Source: an optimization exercise on an open RTL-to-GDS flow (aim: small area, a short achievable clock period and few clock cycles). Production flows keep margins and buffers that such runs may drop. No run shown here included a check of the RTL's function; only the layout flow was run. No activity file was given, so power comes from the tool's default toggle rates.

===== flow/standard.sh =====
#!/bin/bash
# synth_recipe.tcl (not shown) runs the flow's synth.tcl, then flattens the netlist and writes it again
# the make line also repeats each setting of config.mk as NAME=value (left out here)
make -C /OpenROAD-flow-scripts/flow DESIGN_CONFIG=/design/flow/config.mk WORK_HOME=/design/flow/orfs CLKGATE_MAP_FILE= SYNTH_SCRIPT=/design/flow/synth_recipe.tcl "${@:-finish}"

===== flow/flow/run.sh =====
#!/bin/bash
# Standard ORFS layout, with plain buffers on the ports, no dummy clock loads
# and larger sink clusters.
set -euo pipefail
export BUFFER_PORTS_ARGS="-buffer_cell sky130_fd_sc_hd__buf_2"
export CTS_ARGS="-sink_clustering_enable -repair_clock_nets -dont_use_dummy_load -sink_clustering_size 30 -sink_clustering_max_diameter 300 -buf_list sky130_fd_sc_hd__clkbuf_8"
bash standard.sh > standard.log 2>&1

===== flow/constraint.sdc =====
create_clock -name core_clock -period 6.5 [get_ports {clk}]
set_input_delay 1.3000 -clock core_clock [delete_from_list [all_inputs] [get_ports {clk}]]
set_output_delay 1.3000 -clock core_clock [all_outputs]
set_load 0.01 [all_outputs]

===== flow/design.v =====
module daly_rx (
    input  wire        clk,
    input  wire        rst,
    input  wire        start_valid,
    output wire        start_ready,
    input  wire [7:0]  start_cmd,
    input  wire [7:0]  start_n,
    input  wire        start_w2,
    input  wire [7:0]  start_count,
    input  wire        rx_valid,
    output wire        rx_ready,
    input  wire [7:0]  rx_data,
    input  wire        rx_last,
    input  wire        rx_ctl,
    output wire        item_valid,
    input  wire        item_ready,
    output wire [15:0] item_data,
    output wire        log_valid,
    output wire        log_kind,
    output wire [7:0]  log_a,
    output wire [7:0]  log_b,
    output wire        done,
    output wire [7:0]  done_frames,
    output wire [7:0]  done_items,
    output wire [2:0]  done_detail
);
    localparam D_NONE      = 3'd0;
    localparam D_READ_ERR  = 3'd1;
    localparam D_NO_DATA   = 3'd2;
    localparam D_SHORT     = 3'd3;
    localparam D_CHECKSUM  = 3'd4;
    localparam D_COMMAND   = 3'd5;
    reg        sr;             
    reg        rdy;            
    reg        rx_on;          
    reg        done_r;
    reg        emit;           
    reg [2:0]  ij;             
    reg        inc_e;          
    reg [7:0]  x_cmd;
    reg        x_w2;
    reg [7:0]  rem;            
    reg [7:0]  nleft;          
    reg [3:0]  bc;             
    reg [7:0]  sum;            
    reg        cmd_ok;
    reg [7:0]  idx;            
    reg [7:0]  pb [0:6];       
    reg        e_r;
    reg        eq_r;           
    reg [15:0] itm;            
    reg [7:0]  frames;
    reg [7:0]  series;
    reg [7:0]  eidx;           
    reg [2:0]  detail;
    reg        log_v;
    reg        log_k;
    assign start_ready = sr;
    assign rx_ready    = rdy;
    assign item_valid  = emit;
    assign item_data   = itm;
    assign log_valid   = log_v;
    assign log_kind    = log_k;
    assign log_a       = eidx;
    assign log_b       = idx;
    assign done        = done_r;
    assign done_frames = frames;
    assign done_items  = series;
    assign done_detail = detail;
    wire start_take = start_valid && sr;
    wire take  = rx_valid && rdy;
    wire cbeat = take && rx_ctl;
    wire b12   = (bc == 4'd12);
    wire fin_slot = take && b12;
    wire short = take && !rx_ctl && !b12 && rx_last;
    wire eq    = (rx_data == sum);
    wire more  = (rem != 8'd0);
    wire lk    = fin_slot && eq && cmd_ok && more;
    wire mm    = (idx != eidx);
    wire emit_take = emit && item_ready;
    wire last_item = (rem == 8'd1) || (ij == (x_w2 ? 3'd2 : 3'd6));
    wire emit_n    = lk || (emit && !(item_ready && last_item));
    wire rx_on_n   = rx_on && !(cbeat || short || (fin_slot && nleft == 8'd1));
    wire fin_n     = !rx_on_n && !emit_n && !fin_slot;
    wire [3:0] freed = x_w2 ? {ij, 1'b1} : {1'b0, ij};
    wire [3:0] bc1   = bc + 4'd1;
    wire stall_t = emit && !b12 && (bc1 >= 4'd5) && (bc1 - 4'd5 > freed);
    wire stall_h = emit && (bc >= 4'd5) && (bc - 4'd5 > freed);
    wire stall_n = take ? stall_t : stall_h;
    wire [2:0] sel = emit ? ij + 3'd1 : 3'd0;
    wire [2:0] sel2 = {sel[1:0], 1'b0};
    wire [15:0] item_sel = x_w2 ? {pb[sel2], pb[sel2 + 3'd1]}
                                : {{8{pb[sel][7]}}, pb[sel]};
    always @(posedge clk) begin
        if (take) begin
            sum <= (bc == 4'd0 ? 8'd0 : sum) + rx_data;
            if (bc == 4'd2)
                cmd_ok <= (rx_data == x_cmd);
            if (bc == 4'd4)
                idx <= rx_data;
            if (bc == 4'd5)  pb[0] <= rx_data;
            if (bc == 4'd6)  pb[1] <= rx_data;
            if (bc == 4'd7)  pb[2] <= rx_data;
            if (bc == 4'd8)  pb[3] <= rx_data;
            if (bc == 4'd9)  pb[4] <= rx_data;
            if (bc == 4'd10) pb[5] <= rx_data;
            if (bc == 4'd11) pb[6] <= rx_data;
            bc    <= b12 ? 4'd0 : bc1;
            log_k <= b12;
        end
        if (fin_slot)
            nleft <= nleft - 8'd1;
        e_r  <= fin_slot;
        eq_r <= eq;
        if (e_r) begin
            if (!eq_r)
                detail <= D_CHECKSUM;
            else if (!cmd_ok)
                detail <= D_COMMAND;
            else
                frames <= frames + 8'd1;
        end
        if (cbeat)
            detail <= rx_data[0] ? D_READ_ERR : D_NO_DATA;
        if (inc_e)
            eidx <= eidx + 8'd1;
        if (short) begin
            detail <= D_SHORT;
            eidx   <= {4'd0, bc1};
            idx    <= 8'd0;
        end
        if (!emit || item_ready)
            itm <= item_sel;
        if (!emit)
            ij <= 3'd0;
        if (emit_take) begin
            series <= series + 8'd1;
            rem    <= rem - 8'd1;
            ij     <= ij + 3'd1;
        end
        if (start_take) begin
            x_cmd  <= start_cmd;
            x_w2   <= start_w2;
            rem    <= start_count;
            nleft  <= start_n;
            bc     <= 4'd0;
            frames <= 8'd0;
            series <= 8'd0;
            eidx   <= 8'd1;
            detail <= D_NONE;
        end
    end
    always @(posedge clk) begin
        if (rst) begin
            sr     <= 1'b1;
            rdy    <= 1'b0;
            rx_on  <= 1'b0;
            emit   <= 1'b0;
            done_r <= 1'b0;
            log_v  <= 1'b0;
            inc_e  <= 1'b0;
        end else begin
            log_v <= short || (lk && mm);
            inc_e <= lk;
            if (start_take) begin
                sr     <= (start_n == 8'd0);
                rdy    <= (start_n != 8'd0);
                rx_on  <= (start_n != 8'd0);
                emit   <= 1'b0;
                done_r <= (start_n == 8'd0);
            end else if (!sr) begin
                rx_on  <= rx_on_n;
                rdy    <= rx_on_n && !stall_n;
                emit   <= emit_n;
                done_r <= fin_n;
                sr     <= fin_n;
            end else begin
                done_r <= 1'b0;
            end
        end
    end
endmodule

===== flow/config.mk =====
export PLATFORM = sky130hd
export DESIGN_NAME = daly_rx
export DESIGN_NICKNAME = daly_rx
export VERILOG_FILES = /design/flow/design.v
export SDC_FILE = /design/flow/constraint.sdc
export NUM_CORES = 4
export LEC_CHECK = 0
export CAP_MARGIN = 20
export CORE_MARGIN = 2
export CORE_UTILIZATION = 55
export PLACE_DENSITY = 0.65
export SETUP_SLACK_MARGIN = 4.2
export SLEW_MARGIN = 20

==> run notes, run 1 <==
post-route non-filler standard cell count 1,035; Routed Wire Length 19,200 um; Placeable Area 14,000 um2; P_leak 3.61 nW; power density of the placed cells 216 nW/um2; initial core utilization 56.7%; antenna violations before repair 0; dpl cells 986; number of global-route vias before repair 5,600; sequential cell area in the final layout 4350 um2; # hold bufs at CTS 0; number of cells on the worst reg-to-reg path 11; vertical die dimension 124 um; fraction of met3 tracks used by global routing 5.72%; Hold Path Depth 2; setup repair after global routing missed its margin yes; Clock transition at path regs 80 ps; Primary FF master, synth edfxtp_1; end-of-flow core utilization 68.0%; relative slew slack 39.8%; largest incremental delay on the critical path 360 ps; Sink Count 158; ratio of cells with drive above 1 in the final layout 30.8%; post-route cell area 9510 um2; result of the run complete, no violations; Site Rows 43; hpwl dp 13,400 um; max-slew violation total from the final report 0; worst setup timing slack at the placement stage 2970 ps; final critical path time including I/O delays and setup 2370 ps; setup-violating endpoint count in the final report 0; largest cells by area after synthesis edfxtp_1 (42%), dfxtp_1 (12%), xnor2_1 (5.7%), ha_1 (5.5%), nand2_1 (4.2%); Setup CP Type in -> reg; via count 6,133; post-synth top area share 41.7%; least setup slack across all paths after layout 4130 ps; worst-case hold slack 477 ps; Sum Neg Setup Slack 0 ps; first-pass GRT wire length 29,400 um; data required time of the critical path 6710 ps; drt first-iter violations 549; Cell variety after synth 58; max_cap viols 0; largest area contributor in the netlist edfxtp_1; global-route track usage on met2 37.7%; CP startpoint kind input port; post-synthesis sequential area ratio 53.8%; Fin Clk Skew 25.4 ps; Fmax achieved 422 MHz; overall overflow remaining after global route 0; antenna violation net count after detailed routing 0; Avg Synthesized Cell Area 10.8 um2; critical path cell sequence buf_12, ha_4, fa_2, a21o_1, a21oi_2, o21bai_1, a21oi_1, xnor2_1; async set-or-reset flop fraction in the synthesized netlist 0%; clock root cell clkbuf_8; number of cells produced by synthesis 737; worst-skew pair later-pin latency 450 ps; synthesis warning total 2; syn_nets 813; number of filler cells placed in the layout 1,086; overall track demand over capacity in global routing 25.4%; vias per cell 5.93; combined area of the multi-input logic cells 3790 um2; horizontal extent of the die 124 um; largest net degree at the start of global routing 34; number of buffers added on ports 96; final RePlAce weighted congestion 0.921; sum of internal, switching and leakage power 2.05 mW; TritonCTS clock tree built; number of CTS-inserted buffers 17; final net count 933; post-route clock period utilization 36.4%; Reg2Reg Setup Slack 4200 ps; diode insertion count for antenna repair 0; Critical Path Sink Type register; Die Area 15,400 um2; most used routing layer in global routing met2; Max Root-Sink Buffers 2; remaining routing DRC violations 0; number of H-tree levels 4; maximum fanout count along the critical path 2; Pre-antenna DRT Iters 7; total standard cell area after synthesis 7930 um2; actual slew at the worst max-slew pin 903 ps; Post-synth EDFFs 110; worst voltage drop across the vdd grid 0.134 mV; mean routed wirelength per cell 18.5 um; data arrival time of the critical path 2580 ps; met1 GRT Util 37.3%; Placement Cell Area 8680 um2; layout overhead on the synthesized area 19.9%; Hold Violations, Final 0; critical-path cell with the highest stage delay fa_2; path class of the lowest-slack min-delay path reg -> reg; num ports 97; post-synthesis sequential element count 158
==> registers in the layout, indices dropped and copies added, names as in the netlist, 3 cells and up <==
| signal | cells |
|---|---|
| frames | 8 |
| eidx | 8 |
| bc | 4 |
| detail | 3 |
| series | 8 |
| x_cmd | 8 |
| ij | 3 |
| rem | 8 |
| itm | 16 |
| pb | 56 |
| sum | 8 |
| idx | 8 |
| nleft | 8 |
==> critical path: cells and delay by family <==
family,cells,cell delay (ps)
AOI/OAI and AO/OA,4,570
xor gates and xnor gates,1,80
adders and majority gates,2,520
buffers and inverters,1,100
==> cell usage after synthesis, types with 2 or more instances <==
cell type	number
a2111oi_0	6
a211o_1	2
mux2i_1	9
buf_2	5
nand3b_1	2
o211ai_1	4
nand2b_1	4
nand3_1	21
o21bai_1	2
or3_1	4
nor2b_1	8
a211oi_1	5
o21ai_0	36
clkbuf_1	24
nor3b_1	3
and3_1	15
a21boi_0	2
nor4_1	2
nand2_1	88
buf_1	2
or4_1	3
a21oi_1	46
and4_1	2
xnor2_1	52
nand4_1	15
o22ai_1	10
a31oi_1	6
nor3_1	3
a22oi_1	9
edfxtp_1	110
nor4b_1	2
a32oi_1	5
dfxtp_1	48
a22o_1	7
nor2_1	46
or2_2	11
mux2_2	10
o221ai_1	3
ha_1	35
inv_1	26
and2_1	9
xor2_1	19
==> cell type report <==
cell class                      instances  area share [%]
Sequential cell                       158            45.7
Multi-Input combinational cell        523            39.9
Timing Repair Buffer                  131            8.30
Clock buffer                           17            2.46
Tap cell                              180            2.37
Inverter                               26            1.24
==> kinds of logic (layout without fill, tap and decap cells) <==
group,Yosys count,in the layout,share of synthesized area (%)
flip-flops,158,158,53.8
buffers and inverters,57,174,2.78
AO/OA/AOI/OAI,154,155,12.4
adder cells (fa/ha/maj),36,36,5.78
multiplexers,19,19,2.56
AND/OR/NAND/NOR,242,242,14.9
XOR/XNOR,71,71,7.84
==> cell usage in the layout (no fill, tap or decap), types with 17 or more instances in the layout <==
master    synthesis  layout
nor2_1           46      43
a21oi_1          46      42
nand3_1          21      21
xor2_1           19      18
buf_4             0      33
inv_1            26      19
nand2_1          88      85
dfxtp_2           0      22
o21ai_0          36      33
edfxtp_1        110     110
xnor2_1          52      52
buf_2             5      90
ha_1             35      26
clkbuf_8          0      17
==> path summary, 6_finish.rpt <==
check | startpoint | end
max reg2reg | bc[0] | sum[6]
min reg2reg | idx[3] | idx[3]
min | idx[3] | idx[3]
max | rx_data[0] | sum[6]
==> layer usage <==
layer  wire (um)  vias to the layer above
met5           0                        -
li1            -                     2908
met1        8630                     2910
met3        1520                       32
met2        8750                      283
met4         283                        0
==> power breakdown <==
group	internal [mW]	leakage, nW	switching [mW]
logic	0.164	2.03	0.199
clock network	0.230	0.122	0.303
registers	1.12	1.45	0.0295
==> repair_timing <==
action / CTS / global route
endpoints found under the hold margin: 0 / 0
pin swaps: 9 / 7
setup endpoints to repair: 112 / 45
gates cloned: 0 / 1
gates resized for setup: 75 / 45
buffers inserted: 17 / 14
==> run 2: changes to the inputs <==
--- a/flow/design.v
+++ b/flow/design.v
@@ -36,13 +36,14 @@
     reg        done_r;
     reg        emit;           
     reg [2:0]  ij;             
-    reg        inc_e;          
     reg [7:0]  x_cmd;
     reg        x_w2;
     reg [7:0]  rem;            
     reg [7:0]  nleft;          
     reg [3:0]  bc;             
-    reg [7:0]  sum;            
+    reg [3:0]  sum_lo;
+    reg [3:0]  sum_hi;
+    reg        sum_c;
     reg        cmd_ok;
     reg [7:0]  idx;            
     reg [7:0]  pb [0:6];       
@@ -51,7 +52,7 @@
     reg [15:0] itm;            
     reg [7:0]  frames;
     reg [7:0]  series;
-    reg [7:0]  eidx;           
+    reg [7:0]  la;             
     reg [2:0]  detail;
     reg        log_v;
     reg        log_k;
@@ -61,7 +62,7 @@
     assign item_data   = itm;
     assign log_valid   = log_v;
     assign log_kind    = log_k;
-    assign log_a       = eidx;
+    assign log_a       = la;
     assign log_b       = idx;
     assign done        = done_r;
     assign done_frames = frames;
@@ -73,10 +74,16 @@
     wire b12   = (bc == 4'd12);
     wire fin_slot = take && b12;
     wire short = take && !rx_ctl && !b12 && rx_last;
-    wire eq    = (rx_data == sum);
+    wire [3:0] sum_hr = sum_hi + {3'd0, sum_c};
+    wire eq    = (rx_data == {sum_hr, sum_lo});
+    wire       first = (bc == 4'd0);
+    wire [4:0] lo_n  = {1'b0, first ? 4'd0 : sum_lo} + {1'b0, rx_data[3:0]};
+    wire [3:0] hi_n  = (first ? 4'd0 : sum_hi) + rx_data[7:4]
+                     + {3'd0, !first && sum_c};
     wire more  = (rem != 8'd0);
     wire lk    = fin_slot && eq && cmd_ok && more;
-    wire mm    = (idx != eidx);
+    wire [7:0] frames1 = frames + 8'd1;
+    wire mm    = (idx != frames1);
     wire emit_take = emit && item_ready;
     wire last_item = (rem == 8'd1) || (ij == (x_w2 ? 3'd2 : 3'd6));
     wire emit_n    = lk || (emit && !(item_ready && last_item));
@@ -93,7 +100,9 @@
                                 : {{8{pb[sel][7]}}, pb[sel]};
     always @(posedge clk) begin
         if (take) begin
-            sum <= (bc == 4'd0 ? 8'd0 : sum) + rx_data;
+            sum_lo <= lo_n[3:0];
+            sum_c  <= lo_n[4];
+            sum_hi <= hi_n;
             if (bc == 4'd2)
                 cmd_ok <= (rx_data == x_cmd);
             if (bc == 4'd4)
@@ -118,15 +127,13 @@
             else if (!cmd_ok)
                 detail <= D_COMMAND;
             else
-                frames <= frames + 8'd1;
+                frames <= frames1;
         end
         if (cbeat)
             detail <= rx_data[0] ? D_READ_ERR : D_NO_DATA;
-        if (inc_e)
-            eidx <= eidx + 8'd1;
+        la <= short ? {4'd0, bc1} : frames1;
         if (short) begin
             detail <= D_SHORT;
-            eidx   <= {4'd0, bc1};
             idx    <= 8'd0;
         end
         if (!emit || item_ready)
@@ -146,7 +153,6 @@
             bc     <= 4'd0;
             frames <= 8'd0;
             series <= 8'd0;
-            eidx   <= 8'd1;
             detail <= D_NONE;
         end
     end
@@ -158,10 +164,8 @@
             emit   <= 1'b0;
             done_r <= 1'b0;
             log_v  <= 1'b0;
-            inc_e  <= 1'b0;
         end else begin
             log_v <= short || (lk && mm);
-            inc_e <= lk;
             if (start_take) begin
                 sr     <= (start_n == 8'd0);
                 rdy    <= (start_n != 8'd0);
==> flow/flow/run.sh (replaced) <==
#!/bin/bash
# Standard ORFS layout, with plain buffers on the ports, no dummy clock loads
# and larger sink clusters.
set -euo pipefail
export BUFFER_PORTS_ARGS="-buffer_cell sky130_fd_sc_hd__buf_2"
export CTS_ARGS="-sink_clustering_enable -repair_clock_nets -dont_use_dummy_load -sink_clustering_size 40 -sink_clustering_max_diameter 120 -buf_list sky130_fd_sc_hd__clkbuf_8"
bash standard.sh > standard.log 2>&1
--- a/flow/config.mk
+++ b/flow/config.mk
@@ -9,5 +9,5 @@
 export CORE_MARGIN = 2
 export CORE_UTILIZATION = 55
 export PLACE_DENSITY = 0.65
-export SETUP_SLACK_MARGIN = 4.2
+export SETUP_SLACK_MARGIN = 4.35
 export SLEW_MARGIN = 20
==> run notes, run 2 <==
total standard cell area after synthesis 7920 um2; largest incremental delay on the critical path 310 ps; Fin Clk Skew 18.8 ps; post-synthesis sequential area ratio 54.0%; internal cell power 1.54 mW; diode insertion count for antenna repair 0; setup repair after global routing missed its margin yes; overall overflow remaining after global route 0; number of H-tree levels 4; Die Area 15,400 um2; data arrival time of the critical path 2710 ps; most numerous cell in the Yosys netlist edfxtp_1; first-pass GRT wire length 32,400 um; actual slew at the worst max-slew pin 533 ps; hold path start bc[1]; critical-path cell with the highest stage delay a221oi_1; vertical die dimension 124 um; Hold Violations, Final 0; worst-skew pair later-pin latency 460 ps; horizontal extent of the die 124 um; Avg Synthesized Cell Area 10.8 um2; Sum Neg Setup Slack 0 ps; Placeable Area 14,000 um2; worst setup timing slack at the placement stage 3170 ps; Most flops, register pb; Site Rows 43; largest area contributor in the netlist edfxtp_1; Switching Fraction 26.7%; largest net degree at the start of global routing 55; net switching power figure 561 uW; synthesis warning total 2; synth cell count leaders edfxtp_1 (111), nand2_1 (67), a21oi_1 (54); post-route clock period utilization 36.4%; Cell variety after synth 60; critical path cell sequence buf_12, xor2_1, nor4_2, nand3_1, nor3_4, nand4_1, a221oi_1; number of cells produced by synthesis 732; async set-or-reset flop fraction in the synthesized netlist 0%; dpl cells 976; via count 6,611; largest registers ranked by flip-flop count pb: 56 flops, itm: 16 flops; most common cell after layout, fill and taps aside edfxtp_1; ratio of cells with drive above 1 in the final layout 38.8%; TritonCTS clock tree built; Fmax achieved 422 MHz; number of cells on the worst reg-to-reg path 10; power density of the placed cells 201 nW/um2; critical path's top delay family simple AND/OR/NAND/NOR gates; # hold bufs at CTS 0; most frequent cells in the layout edfxtp_1 (111), buf_4 (78), nand2_1 (58), buf_2 (51), buf_6 (50); number of global-route vias before repair 5,985; syn_nets 805; worst-case hold slack 500 ps; Clk network pwr share 25.8%; post-route non-filler standard cell count 1,084; final net count 979; Routed Wire Length 22,000 um; Critical Path Sink Type register; Pre-antenna DRT Iters 7; data required time of the critical path 6840 ps; post-synth top area share 42.1%; setup-violating endpoint count in the final report 0; vias per cell 6.10; Max Root-Sink Buffers 2; mean routed wirelength per cell 20.3 um; number of CTS-inserted buffers 17; max_cap viols 0; relative slew slack 64.3%; layout overhead on the synthesized area 32.0%; initial core utilization 56.6%; Reg2Reg Setup Slack 4220 ps; path class of the lowest-slack min-delay path reg -> reg; overall track demand over capacity in global routing 28.4%; max reg flops 56; number of buffers added on ports 96; post-synthesis sequential element count 158; antenna violations before repair 0; Post-synth EDFFs 111; remaining routing DRC violations 0; Clock transition at path regs 60 ps; critical path launch point rx_data[3]; hpwl dp 13,700 um; worst voltage drop across the vdd grid 0.128 mV; drt first-iter violations 814; max-slew violation total from the final report 0; launching point of the worst reg2reg path ij[0]; Worst Setup EP emit; Combinational Power Share 19.5%; depth of the critical timing path with buffers and inverters included 7; maximum fanout count along the critical path 2; post-route cell area 10,500 um2; Sink Count 158; Placement Cell Area 8660 um2; final RePlAce weighted congestion 0.959; share of total power in sequential cells 54.7%; Primary FF master, synth edfxtp_1; reg-to-reg critical path endpoint itm[13]; clock root cell clkbuf_8; Setup CP Type in -> reg; least setup slack across all paths after layout 4130 ps; CP startpoint kind input port; final critical path time including I/O delays and setup 2370 ps; antenna violation net count after detailed routing 0; largest cells by area after synthesis edfxtp_1 (42%), dfxtp_1 (12%), ha_1 (4.7%), xnor2_1 (4.2%), a21oi_1 (3.4%); num ports 97; count of buffer and inverter cells on the critical path 1; result of the run complete, no violations; P_leak 4.01 nW
run 2: per-stage QoR:
step | utilization (%) | power [mW]
3_3_place_gp | 61.9 | 1.46
3_5_place_dp | 61.9 | 1.47
4_1_cts | 72.2 | 2.08
2_1_floorplan | - | 1.38
5_1_grt | 74.7 | 2.19
6_report | 74.7 | 2.10
run 2: what timing repair did:
item	4_1_cts	5_1_grt
buffers inserted	69	18
setup endpoints to repair	211	83
gates cloned	3	1
resized for setup	159	52
pin swaps	37	30
run 2: worst min-delay path by stage:
stage | cells past startpoint | to | slack (ps)
global route | 2 | bc[1] | 520
CTS | 2 | bc[1] | 490
floorplan | 2 | rx_on | 480
finish | 2 | bc[1] | 500
detailed placement | 2 | series[7] | 490
global placement | 2 | series[7] | 460
run 2: cell families after synthesis:
| kind of cell | after synthesis | synth area share (%) |
|---|---|---|
| mux | 18 | 2.40 |
| buf+inv | 58 | 2.92 |
| simple gates | 228 | 14.2 |
| xor+xnor | 65 | 7.28 |
| flops | 158 | 54.0 |
| compound gates | 172 | 13.7 |
| fa+ha+maj | 33 | 5.50 |
run 2: worst reg2reg max path, stage by stage (launching register included):
cell and delay, ps:
edfxtp_1 430, buf_12 170, ha_4 190, xnor2_4 160, buf_6 130, buf_6 90
nor3_4 40, buf_6 150, a221oi_4 320, a21oi_2 140, or2_1 230
run 2: power by group through the flow:
stage               Combinational, mW  Sequential, mW  Clock, mW
finish                          0.410            1.15      0.542
global route                    0.447            1.15      0.588
CTS                             0.376            1.15      0.552
detailed placement              0.295            1.18          0
global placement                0.286            1.18          0
floorplan                       0.206            1.18          0
run 2: layout make-up:
| class | count | area [um2] |
|---|---|---|
| repair buffers | 188 | 1600 |
| clock buffers | 17 | 234 |
| inverters | 23 | 116 |
| flip-flops and latches | 158 | 4360 |
| well taps | 180 | 225 |
| fillers | 940 | 3530 |
| multi-input cells | 518 | 3910 |
run 2: routing by layer:
layer / vias up / share of wire (%) / wire (um) / global-route usage [%]
met5: - / 0 / 0 / 0
met4: 0 / 1.4 / 315 / 7.58
met3: 38 / 9.6 / 2120 / 7.83
met2: 358 / 47 / 10400 / 43.4
met1: 3192 / 42 / 9210 / 40.2
li1: 3023 / - / - / -
==> run 3: changes to the inputs <==
--- a/flow/config.mk
+++ b/flow/config.mk
@@ -9,5 +9,5 @@
 export CORE_MARGIN = 2
 export CORE_UTILIZATION = 55
 export PLACE_DENSITY = 0.65
-export SETUP_SLACK_MARGIN = 4.35
+export SETUP_SLACK_MARGIN = 4.2
 export SLEW_MARGIN = 20
==> run notes, run 3 <==
maximum fanout count along the critical path 2; synth cell count leaders edfxtp_1 (111), nand2_1 (67), a21oi_1 (54); diode insertion count for antenna repair 0; first-pass GRT wire length 32,100 um; Fmax achieved 407 MHz; critical-path cell with the highest stage delay a221oi_2; largest area contributor in the netlist edfxtp_1; antenna violations before repair 0; vertical die dimension 124 um; path class of the lowest-slack min-delay path reg -> reg; overall overflow remaining after global route 0; number of CTS-inserted buffers 17; remaining routing DRC violations 0; data arrival time of the critical path 2810 ps; Site Rows 43; TritonCTS clock tree built; post-route non-filler standard cell count 1,035; Primary FF master, synth edfxtp_1; drt first-iter violations 548; CP startpoint kind input port; post-route cell area 9530 um2; post-synthesis sequential area ratio 54.0%; most frequent cells in the layout edfxtp_1 (111), buf_2 (89), nand2_1 (61), a21oi_1 (53), nor2_1 (47); post-route clock period utilization 37.8%; Pre-antenna DRT Iters 9; hpwl dp 13,900 um; number of global-route vias before repair 5,972; Sink Count 158; largest incremental delay on the critical path 350 ps; largest registers ranked by flip-flop count pb: 56 flops, itm: 16 flops; largest cells by area after synthesis edfxtp_1 (42%), dfxtp_1 (12%), ha_1 (4.7%), xnor2_1 (4.2%), a21oi_1 (3.4%); number of cells produced by synthesis 732; max-slew violation total from the final report 0; result of the run complete, no violations; Most flops, register pb; count of buffer and inverter cells on the critical path 1; Cell variety after synth 60; Die Area 15,400 um2; launching point of the worst reg2reg path sum_hi[0]; post-synthesis sequential element count 158; largest net degree at the start of global routing 37; critical path launch point rx_data[3]; layout overhead on the synthesized area 20.3%; setup repair after global routing missed its margin yes; worst-skew pair later-pin latency 460 ps; Sum Neg Setup Slack 0 ps; number of filler cells placed in the layout 1,049; Clock transition at path regs 80 ps; Hold Violations, Final 0; sequential cell area in the final layout 4350 um2; end-of-flow core utilization 68.1%; Fin Clk Skew 28.3 ps; Placement Cell Area 8590 um2; Setup CP Type in -> reg; actual slew at the worst max-slew pin 926 ps; data required time of the critical path 6850 ps; post-synth top area share 42.1%; Post-synth EDFFs 111; antenna violation net count after detailed routing 0; hold path start idx[7]; most common cell after layout, fill and taps aside edfxtp_1; # hold bufs at CTS 0; max reg flops 56; worst voltage drop across the vdd grid 0.147 mV; overall track demand over capacity in global routing 28.0%; Critical Path Sink Type register; power density of the placed cells 215 nW/um2; critical path's top delay family simple AND/OR/NAND/NOR gates; total standard cell area after synthesis 7920 um2; sum of internal, switching and leakage power 2.05 mW; most numerous cell in the Yosys netlist edfxtp_1; Max Root-Sink Buffers 2; horizontal extent of the die 124 um; via count 6,387; relative slew slack 38.3%; num ports 97; mean routed wirelength per cell 20.0 um; syn_nets 805; ratio of cells with drive above 1 in the final layout 29.1%; final critical path time including I/O delays and setup 2460 ps; Avg Synthesized Cell Area 10.8 um2; Routed Wire Length 20,700 um; async set-or-reset flop fraction in the synthesized netlist 0%; setup-violating endpoint count in the final report 0; max_cap viols 0; synthesis warning total 2; Placeable Area 14,000 um2; final RePlAce weighted congestion 0.972; clock root cell clkbuf_8; P_leak 3.67 nW; number of buffers added on ports 96; critical path cell sequence buf_12, xor2_1, nor4_1, nand3_1, nor3_4, nand4_1, a221oi_2; number of H-tree levels 4; combined area of the multi-input logic cells 3680 um2; vias per cell 6.17; initial core utilization 56.6%; final net count 930; dpl cells 977
[run 3: cell types whose count changed in the layout (fill, tap and decap cells not counted), sizes merged]
cell / before / now
clkinvlp: 0 / 1
bufbuf: 2 / 1
buf: 186 / 139
nor2b: 6 / 5
inv: 21 / 20
[run 3: layout make-up]
| type | instances | share of cell area [%] |
|---|---|---|
| flip-flops and latches | 158 | 45.6 |
| multi-input cells | 517 | 38.7 |
| repair buffers | 140 | 9.76 |
| clock buffers | 17 | 2.46 |
| well taps | 180 | 2.36 |
| inverters | 23 | 1.16 |
[run 3: repair_timing]
action / in CTS / in global routing
cloned: 2 / 0
pin swaps: 13 / 15
setup endpoints to repair: 112 / 78
buffers inserted: 26 / 13
resized for setup: 75 / 35
[run 3: logic make-up (layout without fill, tap and decap cells)]
| kind of cell | after synthesis | in the layout | share of synthesized area (%) |
|---|---|---|---|
| xor gates and xnor gates | 65 | 65 | 7.28 |
| DFF | 158 | 158 | 54.0 |
| AOI/OAI and AO/OA | 172 | 173 | 13.7 |
| adders and majority gates | 33 | 33 | 5.50 |
| buffers and inverters | 58 | 180 | 2.92 |
| and+or+nand+nor | 228 | 228 | 14.2 |
| muxes | 18 | 18 | 2.40 |
[run 3: path summary, 6_finish.rpt]
check,depth (start not counted),slack [ps],to
worst max-delay path,7,4040,emit
worst min-delay path,2,480,idx[7]
worst max register to register,8,4130,emit
worst min register to register,2,480,idx[7]
[run 3: per-stage QoR]
step,setup WS [ps],hold slack [ps]
5_1_grt,3970,498
2_1_floorplan,4040,475
3_5_place_dp,2950,479
3_3_place_gp,2990,464
4_1_cts,4050,479
6_report,4040,477
[run 3: worst register-to-register path, stage by stage (launching register included)]
cell and delay, ps:
edfxtp_1 400, ha_1 230, ha_1 290, xor2_1 140
nor4_1 210, nand3_1 170, nor3_4 210, nand4_1 260
a221oi_2 350
[run 3: routing by layer]
layer | part of all wire [%] | vias to the layer above | track usage, %
met3 | 9.7 | 48 | 7.78
met1 | 43 | 3066 | 39.7
met5 | 0 | - | 0
li1 | - | 2930 | -
met4 | 2.3 | 0 | 9.83
met2 | 45 | 343 | 41.5
[run 3: where the power goes]
group,leakage [nW],switching [mW],internal (mW),total [mW]
Combinational,2.10,0.202,0.157,0.359
Sequential,1.45,0.0271,1.12,1.15
Clock,0.122,0.308,0.230,0.539
==> run 4: changes to the inputs <==
--- a/flow/design.v
+++ b/flow/design.v
@@ -47,8 +47,6 @@
     reg        cmd_ok;
     reg [7:0]  idx;            
     reg [7:0]  pb [0:6];       
-    reg        e_r;
-    reg        eq_r;           
     reg [15:0] itm;            
     reg [7:0]  frames;
     reg [7:0]  series;
@@ -81,14 +79,16 @@
     wire [3:0] hi_n  = (first ? 4'd0 : sum_hi) + rx_data[7:4]
                      + {3'd0, !first && sum_c};
     wire more  = (rem != 8'd0);
-    wire lk    = fin_slot && eq && cmd_ok && more;
+    wire arm   = rdy && b12 && cmd_ok && more;
+    wire lk    = rx_valid && arm && eq;
     wire [7:0] frames1 = frames + 8'd1;
     wire mm    = (idx != frames1);
     wire emit_take = emit && item_ready;
     wire last_item = (rem == 8'd1) || (ij == (x_w2 ? 3'd2 : 3'd6));
-    wire emit_n    = lk || (emit && !(item_ready && last_item));
+    wire emit_h    = emit && !(item_ready && last_item);
+    wire emit_n    = lk || emit_h;
     wire rx_on_n   = rx_on && !(cbeat || short || (fin_slot && nleft == 8'd1));
-    wire fin_n     = !rx_on_n && !emit_n && !fin_slot;
+    wire fin_n     = !rx_on_n && !emit_n;
     wire [3:0] freed = x_w2 ? {ij, 1'b1} : {1'b0, ij};
     wire [3:0] bc1   = bc + 4'd1;
     wire stall_t = emit && !b12 && (bc1 >= 4'd5) && (bc1 - 4'd5 > freed);
@@ -119,10 +119,8 @@
         end
         if (fin_slot)
             nleft <= nleft - 8'd1;
-        e_r  <= fin_slot;
-        eq_r <= eq;
-        if (e_r) begin
-            if (!eq_r)
+        if (fin_slot) begin
+            if (!eq)
                 detail <= D_CHECKSUM;
             else if (!cmd_ok)
                 detail <= D_COMMAND;
@@ -157,25 +155,24 @@
         end
     end
     always @(posedge clk) begin
+        emit  <= !rst && emit_n;
+        log_v <= !rst && (short || (lk && mm));
+    end
+    always @(posedge clk) begin
         if (rst) begin
             sr     <= 1'b1;
             rdy    <= 1'b0;
             rx_on  <= 1'b0;
-            emit   <= 1'b0;
             done_r <= 1'b0;
-            log_v  <= 1'b0;
         end else begin
-            log_v <= short || (lk && mm);
             if (start_take) begin
                 sr     <= (start_n == 8'd0);
                 rdy    <= (start_n != 8'd0);
                 rx_on  <= (start_n != 8'd0);
-                emit   <= 1'b0;
                 done_r <= (start_n == 8'd0);
             end else if (!sr) begin
                 rx_on  <= rx_on_n;
                 rdy    <= rx_on_n && !stall_n;
-                emit   <= emit_n;
                 done_r <= fin_n;
                 sr     <= fin_n;
             end else begin
--- a/flow/config.mk
+++ b/flow/config.mk
@@ -9,5 +9,5 @@
 export CORE_MARGIN = 2
 export CORE_UTILIZATION = 55
 export PLACE_DENSITY = 0.65
-export SETUP_SLACK_MARGIN = 4.2
+export SETUP_SLACK_MARGIN = 4.25
 export SLEW_MARGIN = 20
==> run notes, run 4 <==
result of the run complete, no violations; Hold Path Depth 2; largest incremental delay on the critical path 380 ps; layout overhead on the synthesized area 29.6%; final RePlAce weighted congestion 1.02; post-synth top area share 41.7%; sequential cell area in the final layout 4310 um2; hold path start detail[2]; clock root cell clkbuf_8; ratio of cells with drive above 1 in the final layout 35.1%; most common cell after layout, fill and taps aside edfxtp_1; most numerous cell in the Yosys netlist edfxtp_1; most frequent cells in the layout edfxtp_1 (111), nand2_1 (78), buf_4 (75), buf_2 (66), nor2_1 (50); largest registers ranked by flip-flop count pb: 56 flops, itm: 16 flops; vertical die dimension 125 um; Setup CP Type in -> reg; reg-to-reg critical path endpoint frames[6]; Post-synth EDFFs 111; Fmax achieved 396 MHz; synthesis warning total 2; setup repair after global routing missed its margin yes; Primary FF master, synth edfxtp_1; Most flops, register pb; horizontal extent of the die 125 um; diode insertion count for antenna repair 0; overall track demand over capacity in global routing 28.3%; Pre-antenna DRT Iters 6; async set-or-reset flop fraction in the synthesized netlist 0%; data arrival time of the critical path 2900 ps; remaining routing DRC violations 0; Clock transition at path regs 80 ps; P_leak 4.15 nW; post-synthesis sequential area ratio 52.9%; critical-path cell with the highest stage delay nor4_4; largest net degree at the start of global routing 53; syn_nets 834; number of filler cells placed in the layout 1,021; total standard cell area after synthesis 8000 um2; actual slew at the worst max-slew pin 1020 ps; number of H-tree levels 4; worst-skew pair later-pin latency 460 ps; max-slew violation total from the final report 0; Critical Path Sink Type register; fraction of synthesized area in multiplexers 3.11%; antenna violations before repair 0; CP startpoint kind input port; number of CTS-inserted buffers 17; fraction of synthesized cell area in xor and xnor cells 7.10%; vias per cell 6.06; final critical path time including I/O delays and setup 2520 ps; worst voltage drop across the vdd grid 0.117 mV; largest family of logic cells by synthesized area simple AND/OR/NAND/NOR gates; relative slew slack 32.3%; post-route clock period utilization 38.8%; critical path cell sequence buf_16, xor2_4, nor4_4, nand4_4, buf_6, or3_4, a21oi_2; critical path's top delay family simple AND/OR/NAND/NOR gates; antenna violation net count after detailed routing 0; Worst Hold End detail[2]; synth cell count leaders edfxtp_1 (111), nand2_1 (82), nor2_1 (55); drt first-iter violations 561; combined area of the multi-input logic cells 3920 um2; Hold Violations, Final 0; hpwl dp 14,400 um; maximum fanout count along the critical path 7; Die Area 15,500 um2; Avg Synthesized Cell Area 10.5 um2; TritonCTS clock tree built; Routed Wire Length 22,600 um; Cell variety after synth 58; post-synthesis sequential element count 156; initial core utilization 55.7%; via count 6,737; number of cells produced by synthesis 760; number of cells on the worst reg-to-reg path 8; Reg2Reg Setup Slack 4050 ps; launching point of the worst reg2reg path sum_hi[0]; area share of and/or/nand/nor cells after synthesis 14.2%; num ports 97; Sink Count 156; largest cells by area after synthesis edfxtp_1 (42%), dfxtp_1 (11%), ha_1 (4.8%), nand2_1 (3.8%), xnor2_1 (3.5%); number of buffers added on ports 96; count of buffer and inverter cells on the critical path 2; Site Rows 44; final net count 1,004; Placeable Area 14,400 um2; max_cap viols 0; Synth Area in Compound Gates 13.3%; number of global-route vias before repair 6,414; largest area contributor in the netlist edfxtp_1; Fin Clk Skew 29.3 ps; max reg flops 56; path class of the lowest-slack min-delay path reg -> reg; synthesized-area fraction occupied by adder cells 5.60%; Sum Neg Setup Slack 0 ps; first-pass GRT wire length 34,200 um; mean routed wirelength per cell 20.3 um; Max Root-Sink Buffers 2; overall overflow remaining after global route 0; worst-case hold slack 473 ps; data required time of the critical path 6870 ps; power density of the placed cells 184 nW/um2; setup-violating endpoint count in the final report 0
==> run 4: changes by cell type after synthesis, sizes merged, moves of 7 or more <==
cell / previous run / this run
or2: 10 / 3
o211ai: 1 / 9
inv: 21 / 34
nand2: 67 / 82
mux2i: 10 / 17
==> run 4: worst max path at each step <==
stage,depth (start not counted),slack (ps),to,startpoint
2_1_floorplan,6,3900,frames[5],rx_data[3]
3_3_place_gp,9,2720,itm[12],ij[0]
3_5_place_dp,9,2580,itm[8],ij[0]
4_1_cts,7,4020,frames[5],rx_data[1]
5_1_grt,7,3950,frames[6],rx_data[3]
6_report,7,3980,frames[6],rx_data[3]
==> run 4: power breakdown <==
| part | leakage, nW | internal [mW] | switching, mW |
|---|---|---|---|
| sequential | 1.44 | 1.10 | 0.0232 |
| combinational | 2.59 | 0.105 | 0.134 |
| clock | 0.122 | 0.231 | 0.316 |
==> run 4: final cells by class <==
type / instances / area share (%)
Timing Repair Buffer: 185 / 14.7
Inverter: 36 / 1.47
Tap cell: 184 / 2.22
Multi-Input combinational cell: 534 / 37.8
Clock buffer: 17 / 2.26
Sequential cell: 156 / 41.6
==> run 4: metrics by stage <==
stage | setup WS, ps | instances | power (mW) | area (um2) | util [%]
6_report | 3980 | 1112 | 1.91 | 10400 | 72.1
5_1_grt | 3950 | 1112 | 1.99 | 10400 | 72.1
4_1_cts | 4020 | 1071 | 1.89 | 9640 | 67.1
3_5_place_dp | 2580 | 1008 | 1.34 | 8610 | 59.9
3_3_place_gp | 2720 | 1008 | 1.33 | 8610 | 59.9
2_1_floorplan | 3900 | 760 | 1.26 | 8070 | -
==> run 4: kinds of logic (layout without fill, tap and decap cells) <==
kind of cell / after synthesis / after routing
AND/OR/NAND/NOR: 238 / 238
multiplexers: 24 / 24
buffers and inverters: 71 / 238
flip-flops: 156 / 156
adder cells (fa/ha/maj): 34 / 34
AO/OA/AOI/OAI: 173 / 174
XOR/XNOR: 64 / 64
==> run 4: timing repair <==
action	4_1_cts	5_1_grt
pin swaps	13	32
gates resized for setup	102	94
hold buffers	0	0
cloned	3	1
setup endpoints to repair	126	131
buffers inserted	43	40
==> run 4: per-layer routing <==
layer | routed length, um | global-route usage [%]
met2 | 10900 | 47.4
met3 | 1310 | 5.03
met5 | 0 | 0
met1 | 9370 | 36.2
met4 | 977 | 12.1
==> run 4: worst min-delay path: stages (launching register included) <==
cell and delay (ps):
dfxtp_2 340, inv_1 60, a21oi_2 50
==> run 5: changes to the inputs <==
--- a/flow/config.mk
+++ b/flow/config.mk
@@ -5,6 +5,7 @@
 export SDC_FILE = /design/flow/constraint.sdc
 export NUM_CORES = 4
 export LEC_CHECK = 0
+export ABC_AREA = 1
 export CAP_MARGIN = 20
 export CORE_MARGIN = 2
 export CORE_UTILIZATION = 55
==> run notes, run 5 <==
post-synthesis sequential element count 156; horizontal extent of the die 124 um; Setup CP Type reg -> out; layout overhead on the synthesized area 28.8%; largest registers ranked by flip-flop count pb: 56 flops, itm: 16 flops; number of cells produced by synthesis 894; drt first-iter violations 791; largest area contributor in the netlist edfxtp_1; total standard cell area after synthesis 7980 um2; critical-path cell with the highest stage delay edfxtp_1; clock root cell clkbuf_8; critical path launch point log_k; antenna violations before repair 0; critical path's top delay family flip-flops; setup-violating endpoint count in the final report 0; final critical path time including I/O delays and setup 2290 ps; ratio of cells with drive above 1 in the final layout 30.7%; end-of-flow core utilization 71.5%; setup repair after global routing missed its margin yes; most common cell after layout, fill and taps aside nand2_1; Cell variety after synth 43; power density of the placed cells 185 nW/um2; data required time of the critical path 5200 ps; count of buffer and inverter cells on the critical path 1; data arrival time of the critical path 990 ps; worst setup timing slack at the placement stage 3140 ps; final net count 1,156; Primary FF master, synth edfxtp_1; diode insertion count for antenna repair 0; Max Root-Sink Buffers 2; critical path cell sequence buf_2; largest cells by area after synthesis edfxtp_1 (42%), dfxtp_1 (11%), nand2_1 (9.9%), inv_1 (5.5%), ha_1 (4.9%); sum of internal, switching and leakage power 1.90 mW; number of global-route vias before repair 6,821; syn_nets 968; number of H-tree levels 4; synth cell count leaders nand2_1 (210), inv_1 (117), edfxtp_1 (111); number of buffers added on ports 96; Fin Clk Skew 19.1 ps; Fmax achieved 436 MHz; mean routed wirelength per cell 17.9 um; vertical die dimension 124 um; worst voltage drop across the vdd grid 0.129 mV; post-synth top area share 41.7%; Routed Wire Length 22,600 um; actual slew at the worst max-slew pin 725 ps; Sum Neg Setup Slack 0 ps; relative slew slack 51.6%; initial core utilization 55.6%; launching point of the worst reg2reg path ij[1]; remaining routing DRC violations 0; path class of the lowest-slack min-delay path reg -> reg; final RePlAce weighted congestion 0.954; largest incremental delay on the critical path 390 ps; most numerous cell in the Yosys netlist nand2_1; Pre-antenna DRT Iters 7; Sink Count 156; Post-synth EDFFs 111; worst-skew pair later-pin latency 460 ps; TritonCTS clock tree built; Site Rows 44; most frequent cells in the layout nand2_1 (185), edfxtp_1 (111), inv_1 (100), buf_4 (82), nor2_1 (73); least setup slack across all paths after layout 4210 ps; first-pass GRT wire length 34,500 um; Worst Setup EP log_kind; via count 7,173; overall overflow remaining after global route 0; fraction of met3 tracks used by global routing 5.84%; Reg2Reg Setup Slack 4210 ps; Clock transition at path regs 80 ps; met1 GRT Util 38.9%; largest net degree at the start of global routing 31; async set-or-reset flop fraction in the synthesized netlist 0%; Most flops, register pb; synthesis warning total 2; maximum fanout count along the critical path 1; Critical Path Sink Type primary output; antenna violation net count after detailed routing 0; max_cap viols 0; P_leak 4.47 nW; number of CTS-inserted buffers 17; number of cells on the worst reg-to-reg path 11; num ports 97; max-slew violation total from the final report 0; most used routing layer in global routing met2; Placeable Area 14,400 um2; depth of the critical timing path with buffers and inverters included 1; Hold Violations, Final 0; max reg flops 56; post-synthesis sequential area ratio 53.0%; vias per cell 5.67; global-route track usage on met2 44.9%; hpwl dp 15,000 um; overall track demand over capacity in global routing 28.6%; # hold bufs at CTS 0; CP startpoint kind register; Die Area 15,500 um2; result of the run complete, no violations; post-route clock period utilization 35.3%; reg-to-reg critical path endpoint itm[11]; Avg Synthesized Cell Area 8.93 um2
run 5: changes by cell type after synthesis, sizes merged, moves of 8 or more:
cell,before,now
inv,34,119
nor3,8,21
xor2,31,16
nor2,56,85
o22ai,14,5
nand3,27,44
nand2,82,213
mux2i,17,1
o21ai,49,58
xnor2,33,15
clkbuf,19,11
and2,14,0
run 5: worst min path at each step:
stage	start	to	slack, ps	cells past startpoint
after floorplan	detail[2]	detail[2]	480	2
after global placement	series[6]	series[6]	460	1
after detailed placement	detail[2]	detail[2]	450	2
after CTS	series[5]	series[6]	450	1
after global routing	detail[2]	detail[2]	490	2
final	detail[2]	detail[2]	480	2
run 5: cell families (layout without fill, tap and decap cells):
family                   after synthesis  count (layout)  synth area share, %
multiplexers                           1               1                0.125
AO/OA/AOI/OAI                        146             146                 10.6
buffers and inverters                139             323                 6.74
adder cells (fa/ha/maj)               34              34                 5.61
AND/OR/NAND/NOR                      387             389                 20.5
flip-flops                           156             156                 53.0
XOR/XNOR                              31              31                 3.40
run 5: repair_timing:
action                     CTS  global route
cloned                       2             2
pin swaps                    7            27
setup buffers               46            38
resized for setup           85            88
setup endpoints to repair  129            76
run 5: area by class of cell:
type	instances	area, um2
Multi-Input combinational cell	601	3590
Inverter	119	494
Clock buffer	17	234
Timing Repair Buffer	187	1420
Tap cell	184	230
Fill cell	1082	4090
Sequential cell	156	4310
run 5: power by group:
part	switching, mW	internal [mW]	total, mW
Clock	0.299	0.230	0.529
Sequential	0.0227	1.10	1.12
Combinational	0.145	0.106	0.252
run 5: per-layer routing:
| metal | part of all wire [%] | vias to the layer above |
|---|---|---|
| met5 | 0 | - |
| met4 | 3.3 | 0 |
| met1 | 41 | 3315 |
| met2 | 46 | 396 |
| li1 | - | 3387 |
| met3 | 9.7 | 75 |
run 5: metrics by stage:
stage	instances	cell area [um2]	hold slack (ps)
after floorplan	894	8170	479
final	1264	10300	475
after detailed placement	1159	8800	452
after global routing	1264	10300	495
after CTS	1224	9650	450
after global placement	1159	8800	461
==> run 6: changes to the inputs <==
--- a/flow/design.v
+++ b/flow/design.v
@@ -47,6 +47,9 @@
     reg        cmd_ok;
     reg [7:0]  idx;            
     reg [7:0]  pb [0:6];       
+    reg        e_r;            
+    reg        eq_r;           
+    reg        s_r;            
     reg [15:0] itm;            
     reg [7:0]  frames;
     reg [7:0]  series;
@@ -73,22 +76,20 @@
     wire fin_slot = take && b12;
     wire short = take && !rx_ctl && !b12 && rx_last;
     wire [3:0] sum_hr = sum_hi + {3'd0, sum_c};
-    wire eq    = (rx_data == {sum_hr, sum_lo});
     wire       first = (bc == 4'd0);
     wire [4:0] lo_n  = {1'b0, first ? 4'd0 : sum_lo} + {1'b0, rx_data[3:0]};
     wire [3:0] hi_n  = (first ? 4'd0 : sum_hi) + rx_data[7:4]
                      + {3'd0, !first && sum_c};
     wire more  = (rem != 8'd0);
-    wire arm   = rdy && b12 && cmd_ok && more;
-    wire lk    = rx_valid && arm && eq;
+    wire okf   = e_r && eq_r && cmd_ok;
+    wire lk    = okf && more;
     wire [7:0] frames1 = frames + 8'd1;
     wire mm    = (idx != frames1);
     wire emit_take = emit && item_ready;
     wire last_item = (rem == 8'd1) || (ij == (x_w2 ? 3'd2 : 3'd6));
-    wire emit_h    = emit && !(item_ready && last_item);
-    wire emit_n    = lk || emit_h;
+    wire emit_n    = lk || (emit && !(item_ready && last_item));
     wire rx_on_n   = rx_on && !(cbeat || short || (fin_slot && nleft == 8'd1));
-    wire fin_n     = !rx_on_n && !emit_n;
+    wire fin_n     = !rx_on_n && !emit_n && !take;
     wire [3:0] freed = x_w2 ? {ij, 1'b1} : {1'b0, ij};
     wire [3:0] bc1   = bc + 4'd1;
     wire stall_t = emit && !b12 && (bc1 >= 4'd5) && (bc1 - 4'd5 > freed);
@@ -115,25 +116,29 @@
             if (bc == 4'd10) pb[5] <= rx_data;
             if (bc == 4'd11) pb[6] <= rx_data;
             bc    <= b12 ? 4'd0 : bc1;
-            log_k <= b12;
         end
         if (fin_slot)
             nleft <= nleft - 8'd1;
-        if (fin_slot) begin
-            if (!eq)
+        e_r  <= fin_slot;
+        eq_r <= (rx_data == {sum_hr, sum_lo});
+        s_r  <= short;
+        if (e_r) begin
+            log_k <= 1'b1;
+            if (!eq_r)
                 detail <= D_CHECKSUM;
             else if (!cmd_ok)
                 detail <= D_COMMAND;
             else
                 frames <= frames1;
         end
-        if (cbeat)
-            detail <= rx_data[0] ? D_READ_ERR : D_NO_DATA;
-        la <= short ? {4'd0, bc1} : frames1;
-        if (short) begin
+        if (s_r) begin
+            log_k  <= 1'b0;
             detail <= D_SHORT;
             idx    <= 8'd0;
         end
+        la <= s_r ? {4'd0, bc} : frames1;
+        if (cbeat)
+            detail <= rx_data[0] ? D_READ_ERR : D_NO_DATA;
         if (!emit || item_ready)
             itm <= item_sel;
         if (!emit)
@@ -156,7 +161,7 @@
     end
     always @(posedge clk) begin
         emit  <= !rst && emit_n;
-        log_v <= !rst && (short || (lk && mm));
+        log_v <= !rst && (s_r || (lk && mm));
     end
     always @(posedge clk) begin
         if (rst) begin
==> run notes, run 6 <==
Fin Clk Skew 21.6 ps; post-synthesis sequential area ratio 53.8%; net switching power figure 463 uW; largest net degree at the start of global routing 43; critical-path cell with the highest stage delay edfxtp_1; count of buffer and inverter cells on the critical path 1; Max Root-Sink Buffers 2; number of CTS-inserted buffers 17; overall track demand over capacity in global routing 26.2%; Sink Count 159; synthesized-area fraction occupied by adder cells 5.46%; clock root cell clkbuf_8; Most flops, register pb; post-synth top area share 41.5%; Sum Neg Setup Slack 0 ps; Clk network pwr share 28.2%; setup repair after global routing missed its margin yes; number of global-route vias before repair 6,262; Cell variety after synth 43; layout overhead on the synthesized area 23.4%; share of total power in sequential cells 59.8%; async set-or-reset flop fraction in the synthesized netlist 0%; P_leak 4.15 nW; final critical path time including I/O delays and setup 2270 ps; diode insertion count for antenna repair 0; overall overflow remaining after global route 0; syn_nets 942; path class of the lowest-slack min-delay path reg -> reg; critical path's top delay family flip-flops; drt first-iter violations 600; Combinational Power Share 12.0%; Post-synth EDFFs 110; first-pass GRT wire length 31,700 um; Setup CP Type reg -> out; Critical Path Sink Type primary output; Hold Path Depth 2; Placeable Area 14,000 um2; number of cells produced by synthesis 869; ratio of cells with drive above 1 in the final layout 26.4%; result of the run complete, no violations; max_cap viols 0; depth of the critical timing path with buffers and inverters included 1; largest incremental delay on the critical path 380 ps; data arrival time of the critical path 970 ps; Die Area 15,500 um2; most common cell after layout, fill and taps aside nand2_1; Avg Synthesized Cell Area 9.17 um2; internal cell power 1.44 mW; data required time of the critical path 5200 ps; max-slew violation total from the final report 0; largest family of logic cells by synthesized area simple AND/OR/NAND/NOR gates; most frequent cells in the layout nand2_1 (180), edfxtp_1 (110), inv_1 (88), nor2_1 (82), buf_2 (78); synthesis warning total 2; Fmax achieved 441 MHz; TritonCTS clock tree built; final RePlAce weighted congestion 0.864; post-synthesis sequential element count 159; num ports 97; worst setup timing slack at the placement stage 2850 ps; vertical die dimension 124 um; max reg flops 56; power density of the placed cells 194 nW/um2; number of H-tree levels 4; actual slew at the worst max-slew pin 860 ps; maximum fanout count along the critical path 1; setup-violating endpoint count in the final report 0; remaining routing DRC violations 0; CP startpoint kind register; critical path cell sequence buf_2; Placement Cell Area 8730 um2; antenna violations before repair 0; vias per cell 5.52; horizontal extent of the die 124 um; fraction of synthesized area in multiplexers 0.126%; number of buffers added on ports 96; largest cells by area after synthesis edfxtp_1 (41%), dfxtp_1 (12%), nand2_1 (8.9%), ha_1 (4.7%), inv_1 (4.5%); Site Rows 43; least setup slack across all paths after layout 4230 ps; Hold Violations, Final 0; worst voltage drop across the vdd grid 0.118 mV; Switching Fraction 24.3%; mean routed wirelength per cell 17.0 um; antenna violation net count after detailed routing 0; Synth Area in Compound Gates 10.3%; initial core utilization 56.7%; area share of and/or/nand/nor cells after synthesis 19.8%; most numerous cell in the Yosys netlist nand2_1; final net count 1,099; largest area contributor in the netlist edfxtp_1; via count 6,642; # hold bufs at CTS 0; synth cell count leaders nand2_1 (189), edfxtp_1 (110), inv_1 (96); Pre-antenna DRT Iters 5; fraction of synthesized cell area in xor and xnor cells 4.49%; post-route clock period utilization 34.9%; worst-skew pair later-pin latency 450 ps; total standard cell area after synthesis 7970 um2; post-route cell area 9830 um2; Primary FF master, synth edfxtp_1; Routed Wire Length 20,500 um; largest registers ranked by flip-flop count pb: 56 flops, itm: 16 flops; number of cells on the worst reg-to-reg path 12; Clock transition at path regs 70 ps; hpwl dp 13,800 um; relative slew slack 42.5%
==> run 6: worst paths after layout <==
check	from	to	slack, ps
worst min register to register	detail[1]	detail[1]	470
worst max register to register	ij[1]	itm[7]	4270
worst min-delay path	detail[1]	detail[1]	470
worst max-delay path	itm[4]	item_data[4]	4230
==> run 6: power by group through the flow <==
stage	combinational, mW	sequential, mW	clock (mW)
after CTS	0.210	1.14	0.546
after global routing	0.256	1.14	0.589
after detailed placement	0.202	1.16	0
after global placement	0.194	1.16	0
after floorplan	0.133	1.16	0
final	0.228	1.14	0.536
==> run 6: cell families after synthesis <==
logic type,after synthesis
simple gates,367
flops,159
compound gates,147
buf+inv,122
xor+xnor,40
fa+ha+maj,33
mux,1
==> run 6: cell type report <==
cell class                      count  area [um2]
Inverter                          102         433
Sequential cell                   159        4350
Multi-Input combinational cell    590        3500
Tap cell                          180         225
Clock buffer                       17         234
Timing Repair Buffer              156        1090
Fill cell                        1101        4210
==> run 6: per-stage QoR <==
stage / cells / utilization [%] / total power [mW] / hold WS, ps
detailed placement: 1128 / 62.1 / 1.37 / 476
finish: 1204 / 70.0 / 1.90 / 473
floorplan: 869 / - / 1.30 / 456
global placement: 1128 / 62.1 / 1.36 / 466
CTS: 1178 / 66.9 / 1.90 / 476
global route: 1204 / 70.0 / 1.99 / 500
==> run 6: repair_timing <==
action | 4_1_cts | 5_1_grt
cloned | 2 | 0
setup buffers | 31 | 26
pin swaps | 4 | 11
gates resized for setup | 58 | 55
setup endpoints to repair | 124 | 65
==> run 6: metal layers <==
metal	wire length [um]	vias up	global-route usage [%]
met2	9710	264	42.5
li1	-	3242	-
met4	516	0	10.5
met1	8870	3090	34.7
met3	1350	46	5.24
met5	0	-	0
==> run 7: changes to the inputs <==
--- a/flow/config.mk
+++ b/flow/config.mk
@@ -5,7 +5,6 @@
 export SDC_FILE = /design/flow/constraint.sdc
 export NUM_CORES = 4
 export LEC_CHECK = 0
-export ABC_AREA = 1
 export CAP_MARGIN = 20
 export CORE_MARGIN = 2
 export CORE_UTILIZATION = 55
==> run notes, run 7 <==
max reg flops 56; Combinational Power Share 11.2%; P_leak 3.80 nW; most frequent cells in the layout edfxtp_1 (110), nand2_1 (89), buf_2 (69), buf_4 (54); actual slew at the worst max-slew pin 841 ps; path class of the lowest-slack min-delay path reg -> reg; Clk network pwr share 28.7%; final net count 982; most numerous cell in the Yosys netlist edfxtp_1; Site Rows 44; dpl cells 1,015; synthesized-area fraction occupied by adder cells 5.42%; maximum fanout count along the critical path 5; synthesis warning total 2; largest incremental delay on the critical path 480 ps; CP startpoint kind register; number of CTS-inserted buffers 17; post-synth top area share 41.1%; worst-skew pair later-pin latency 450 ps; total standard cell area after synthesis 8030 um2; Synth Area in Compound Gates 12.6%; worst voltage drop across the vdd grid 0.144 mV; Cell variety after synth 58; initial core utilization 55.7%; relative slew slack 43.9%; share of total power in sequential cells 60.1%; Worst Hold End log_k; largest registers ranked by flip-flop count pb: 56 flops, itm: 16 flops; launching point of the worst reg2reg path ij[0]; Reg2Reg Setup Slack 4110 ps; result of the run complete, no violations; post-route clock period utilization 36.8%; net switching power figure 452 uW; number of H-tree levels 4; Post-synth EDFFs 110; setup-violating endpoint count in the final report 0; clock root cell clkbuf_8; num ports 97; Die Area 15,600 um2; sequential cell area in the final layout 4360 um2; ratio of cells with drive above 1 in the final layout 30.8%; layout overhead on the synthesized area 23.8%; critical path's top delay family compound AO/OA/AOI/OAI gates; combined area of the multi-input logic cells 3780 um2; vias per cell 5.99; count of buffer and inverter cells on the critical path 1; Setup CP Type reg -> reg; largest area contributor in the netlist edfxtp_1; mean routed wirelength per cell 19.4 um; TritonCTS clock tree built; data required time of the critical path 6700 ps; antenna violations before repair 0; horizontal extent of the die 125 um; Pre-antenna DRT Iters 5; via count 6,533; first-pass GRT wire length 33,500 um; Fmax achieved 418 MHz; max-slew violation total from the final report 0; Switching Fraction 23.9%; critical-path cell with the highest stage delay edfxtp_1; synth cell count leaders edfxtp_1 (110), nand2_1 (101), nor2_1 (54); fraction of synthesized area in multiplexers 2.91%; number of buffers added on ports 96; post-synthesis sequential area ratio 53.3%; vertical die dimension 125 um; async set-or-reset flop fraction in the synthesized netlist 0%; reg-to-reg critical path endpoint itm[6]; fraction of synthesized cell area in xor and xnor cells 7.29%; overall overflow remaining after global route 0; most common cell after layout, fill and taps aside edfxtp_1; Sum Neg Setup Slack 0 ps; final critical path time including I/O delays and setup 2390 ps; overall track demand over capacity in global routing 27.2%; post-synthesis sequential element count 159; final RePlAce weighted congestion 0.918; largest net degree at the start of global routing 34; number of cells on the worst reg-to-reg path 8; power density of the placed cells 190 nW/um2; post-route non-filler standard cell count 1,091; area share of and/or/nand/nor cells after synthesis 15.0%; antenna violation net count after detailed routing 0; data arrival time of the critical path 2590 ps; critical path cell sequence buf_12, ha_4, xnor2_4, mux2i_1, o21ai_1, a2111oi_2, nor2b_1, o221a_2; Avg Synthesized Cell Area 10.5 um2; Hold Path Depth 2; setup repair after global routing missed its margin yes; drt first-iter violations 785; Placeable Area 14,400 um2; Primary FF master, synth edfxtp_1; Max Root-Sink Buffers 2; number of global-route vias before repair 6,501; largest cells by area after synthesis edfxtp_1 (41%), dfxtp_1 (12%), xnor2_1 (4.8%), nand2_1 (4.7%), ha_1 (4.7%); largest family of logic cells by synthesized area simple AND/OR/NAND/NOR gates; Most flops, register pb; syn_nets 838; Sink Count 159; number of filler cells placed in the layout 1,099; hold path start log_k; number of cells produced by synthesis 765; internal cell power 1.43 mW; Critical Path Sink Type register; diode insertion count for antenna repair 0; Routed Wire Length 21,100 um; Clock transition at path regs 70 ps; remaining routing DRC violations 0; Hold Violations, Final 0; hpwl dp 13,700 um; Fin Clk Skew 18.7 ps; max_cap viols 0
run 7: power groups by stage:
stage / clock network, mW / registers [mW] / logic (mW)
2_1_floorplan: 0 / 1.16 / 0.129
3_3_place_gp: 0 / 1.16 / 0.181
3_5_place_dp: 0 / 1.17 / 0.187
4_1_cts: 0.554 / 1.13 / 0.207
5_1_grt: 0.594 / 1.14 / 0.236
6_report: 0.542 / 1.13 / 0.212
run 7: cell families (layout without fill, tap and decap cells):
| logic type | Yosys count | count (layout) |
|---|---|---|
| and+or+nand+nor | 258 | 259 |
| AOI/OAI and AO/OA | 161 | 161 |
| DFF | 159 | 159 |
| xor gates and xnor gates | 66 | 66 |
| buffers and inverters | 65 | 206 |
| adders and majority gates | 33 | 33 |
| muxes | 23 | 23 |
run 7: worst max path at each step:
stage               slack (ps)      end  depth (start not counted)   startpoint
CTS                       4070      rdy                         13        bc[0]
global route              3990      rdy                         13        bc[1]
finish                    4110   itm[6]                          8        ij[0]
floorplan                 4130  itm[10]                         13        ij[0]
global placement          3180   rem[5]                          6  start_valid
detailed placement        3080   rem[4]                          6  start_valid
run 7: final cells by class:
type	count	share of cell area, %
clock buffers	17	2.35
inverters	31	1.61
multi-input cells	542	38.0
flip-flops and latches	159	43.9
well taps	184	2.31
repair buffers	158	11.8
run 7: what timing repair did:
action	4_1_cts	5_1_grt
setup buffers	48	9
hold buffers	0	0
cloned	2	0
resized for setup	86	56
pin swaps	19	12
setup endpoints to repair	126	106
run 7: metrics by stage:
stage / area, um2 / util, % / hold WS, ps / worst slack (ps) / power, mW
2_1_floorplan: 8220 / - / 431 / 4130 / 1.29
4_1_cts: 9620 / 66.7 / 464 / 4070 / 1.89
3_3_place_gp: 8760 / 60.7 / 446 / 3180 / 1.34
3_5_place_dp: 8760 / 60.7 / 452 / 3080 / 1.35
5_1_grt: 9950 / 69.0 / 500 / 3990 / 1.97
6_report: 9950 / 69.0 / 461 / 4110 / 1.89
run 7: per-layer routing:
metal,GRT usage [%],vias to the layer above,share of wire [%]
met5,0,-,0
met3,7.35,68,7.7
li1,-,3042,-
met4,9.48,0,3.4
met1,36.7,3106,43
met2,42.7,317,45
run 7: worst min-delay path: cells and delay by family (launching register included):
family,cells,cell delay [ps]
flops,1,320
simple gates,2,110

==> port drivers added, routing unchanged <==
The results above use ideal ports. As a check the final layouts listed here were re-extracted and re-timed, cells and wires unchanged. Step 1 assumes that a clkbuf_16 drives the clock port and a buf_2 every other input. Step 2 adds t to the input delays and takes it off the output delays; t is the mean of the earliest and latest rising clock arrival at the registers after step 1. Input paths then give back, and output paths get back, about the clock's delay inside the block. a / b / c = ideal ports / drivers / drivers and shift; a / b = the first two.
run | t, ns | setup slack, ns | slew at the worst register clock pin (ns)
run 1 | 0.479 | 4.131 / 4.121 / 3.643 | 0.09 / 0.09
run 2 | 0.487 | 4.132 / 4.129 / 3.642 | 0.09 / 0.09
run 3 | 0.482 | 4.042 / 4.034 / 3.552 | 0.09 / 0.09
run 4 | 0.485 | 3.975 / 3.948 / 3.463 | 0.09 / 0.09
run 5 | 0.486 | 4.208 / 4.169 / 3.737 | 0.08 / 0.08
run 6 | 0.483 | 4.232 / 4.193 / 3.831 | 0.09 / 0.09
run 7 | 0.482 | 4.106 / 4.106 / 3.800 | 0.08 / 0.08
After both steps every run listed still meets setup and hold. The setup slack of run 4, which loses most, moves by -0.027 ns with the drivers and by -0.512 ns with both steps.
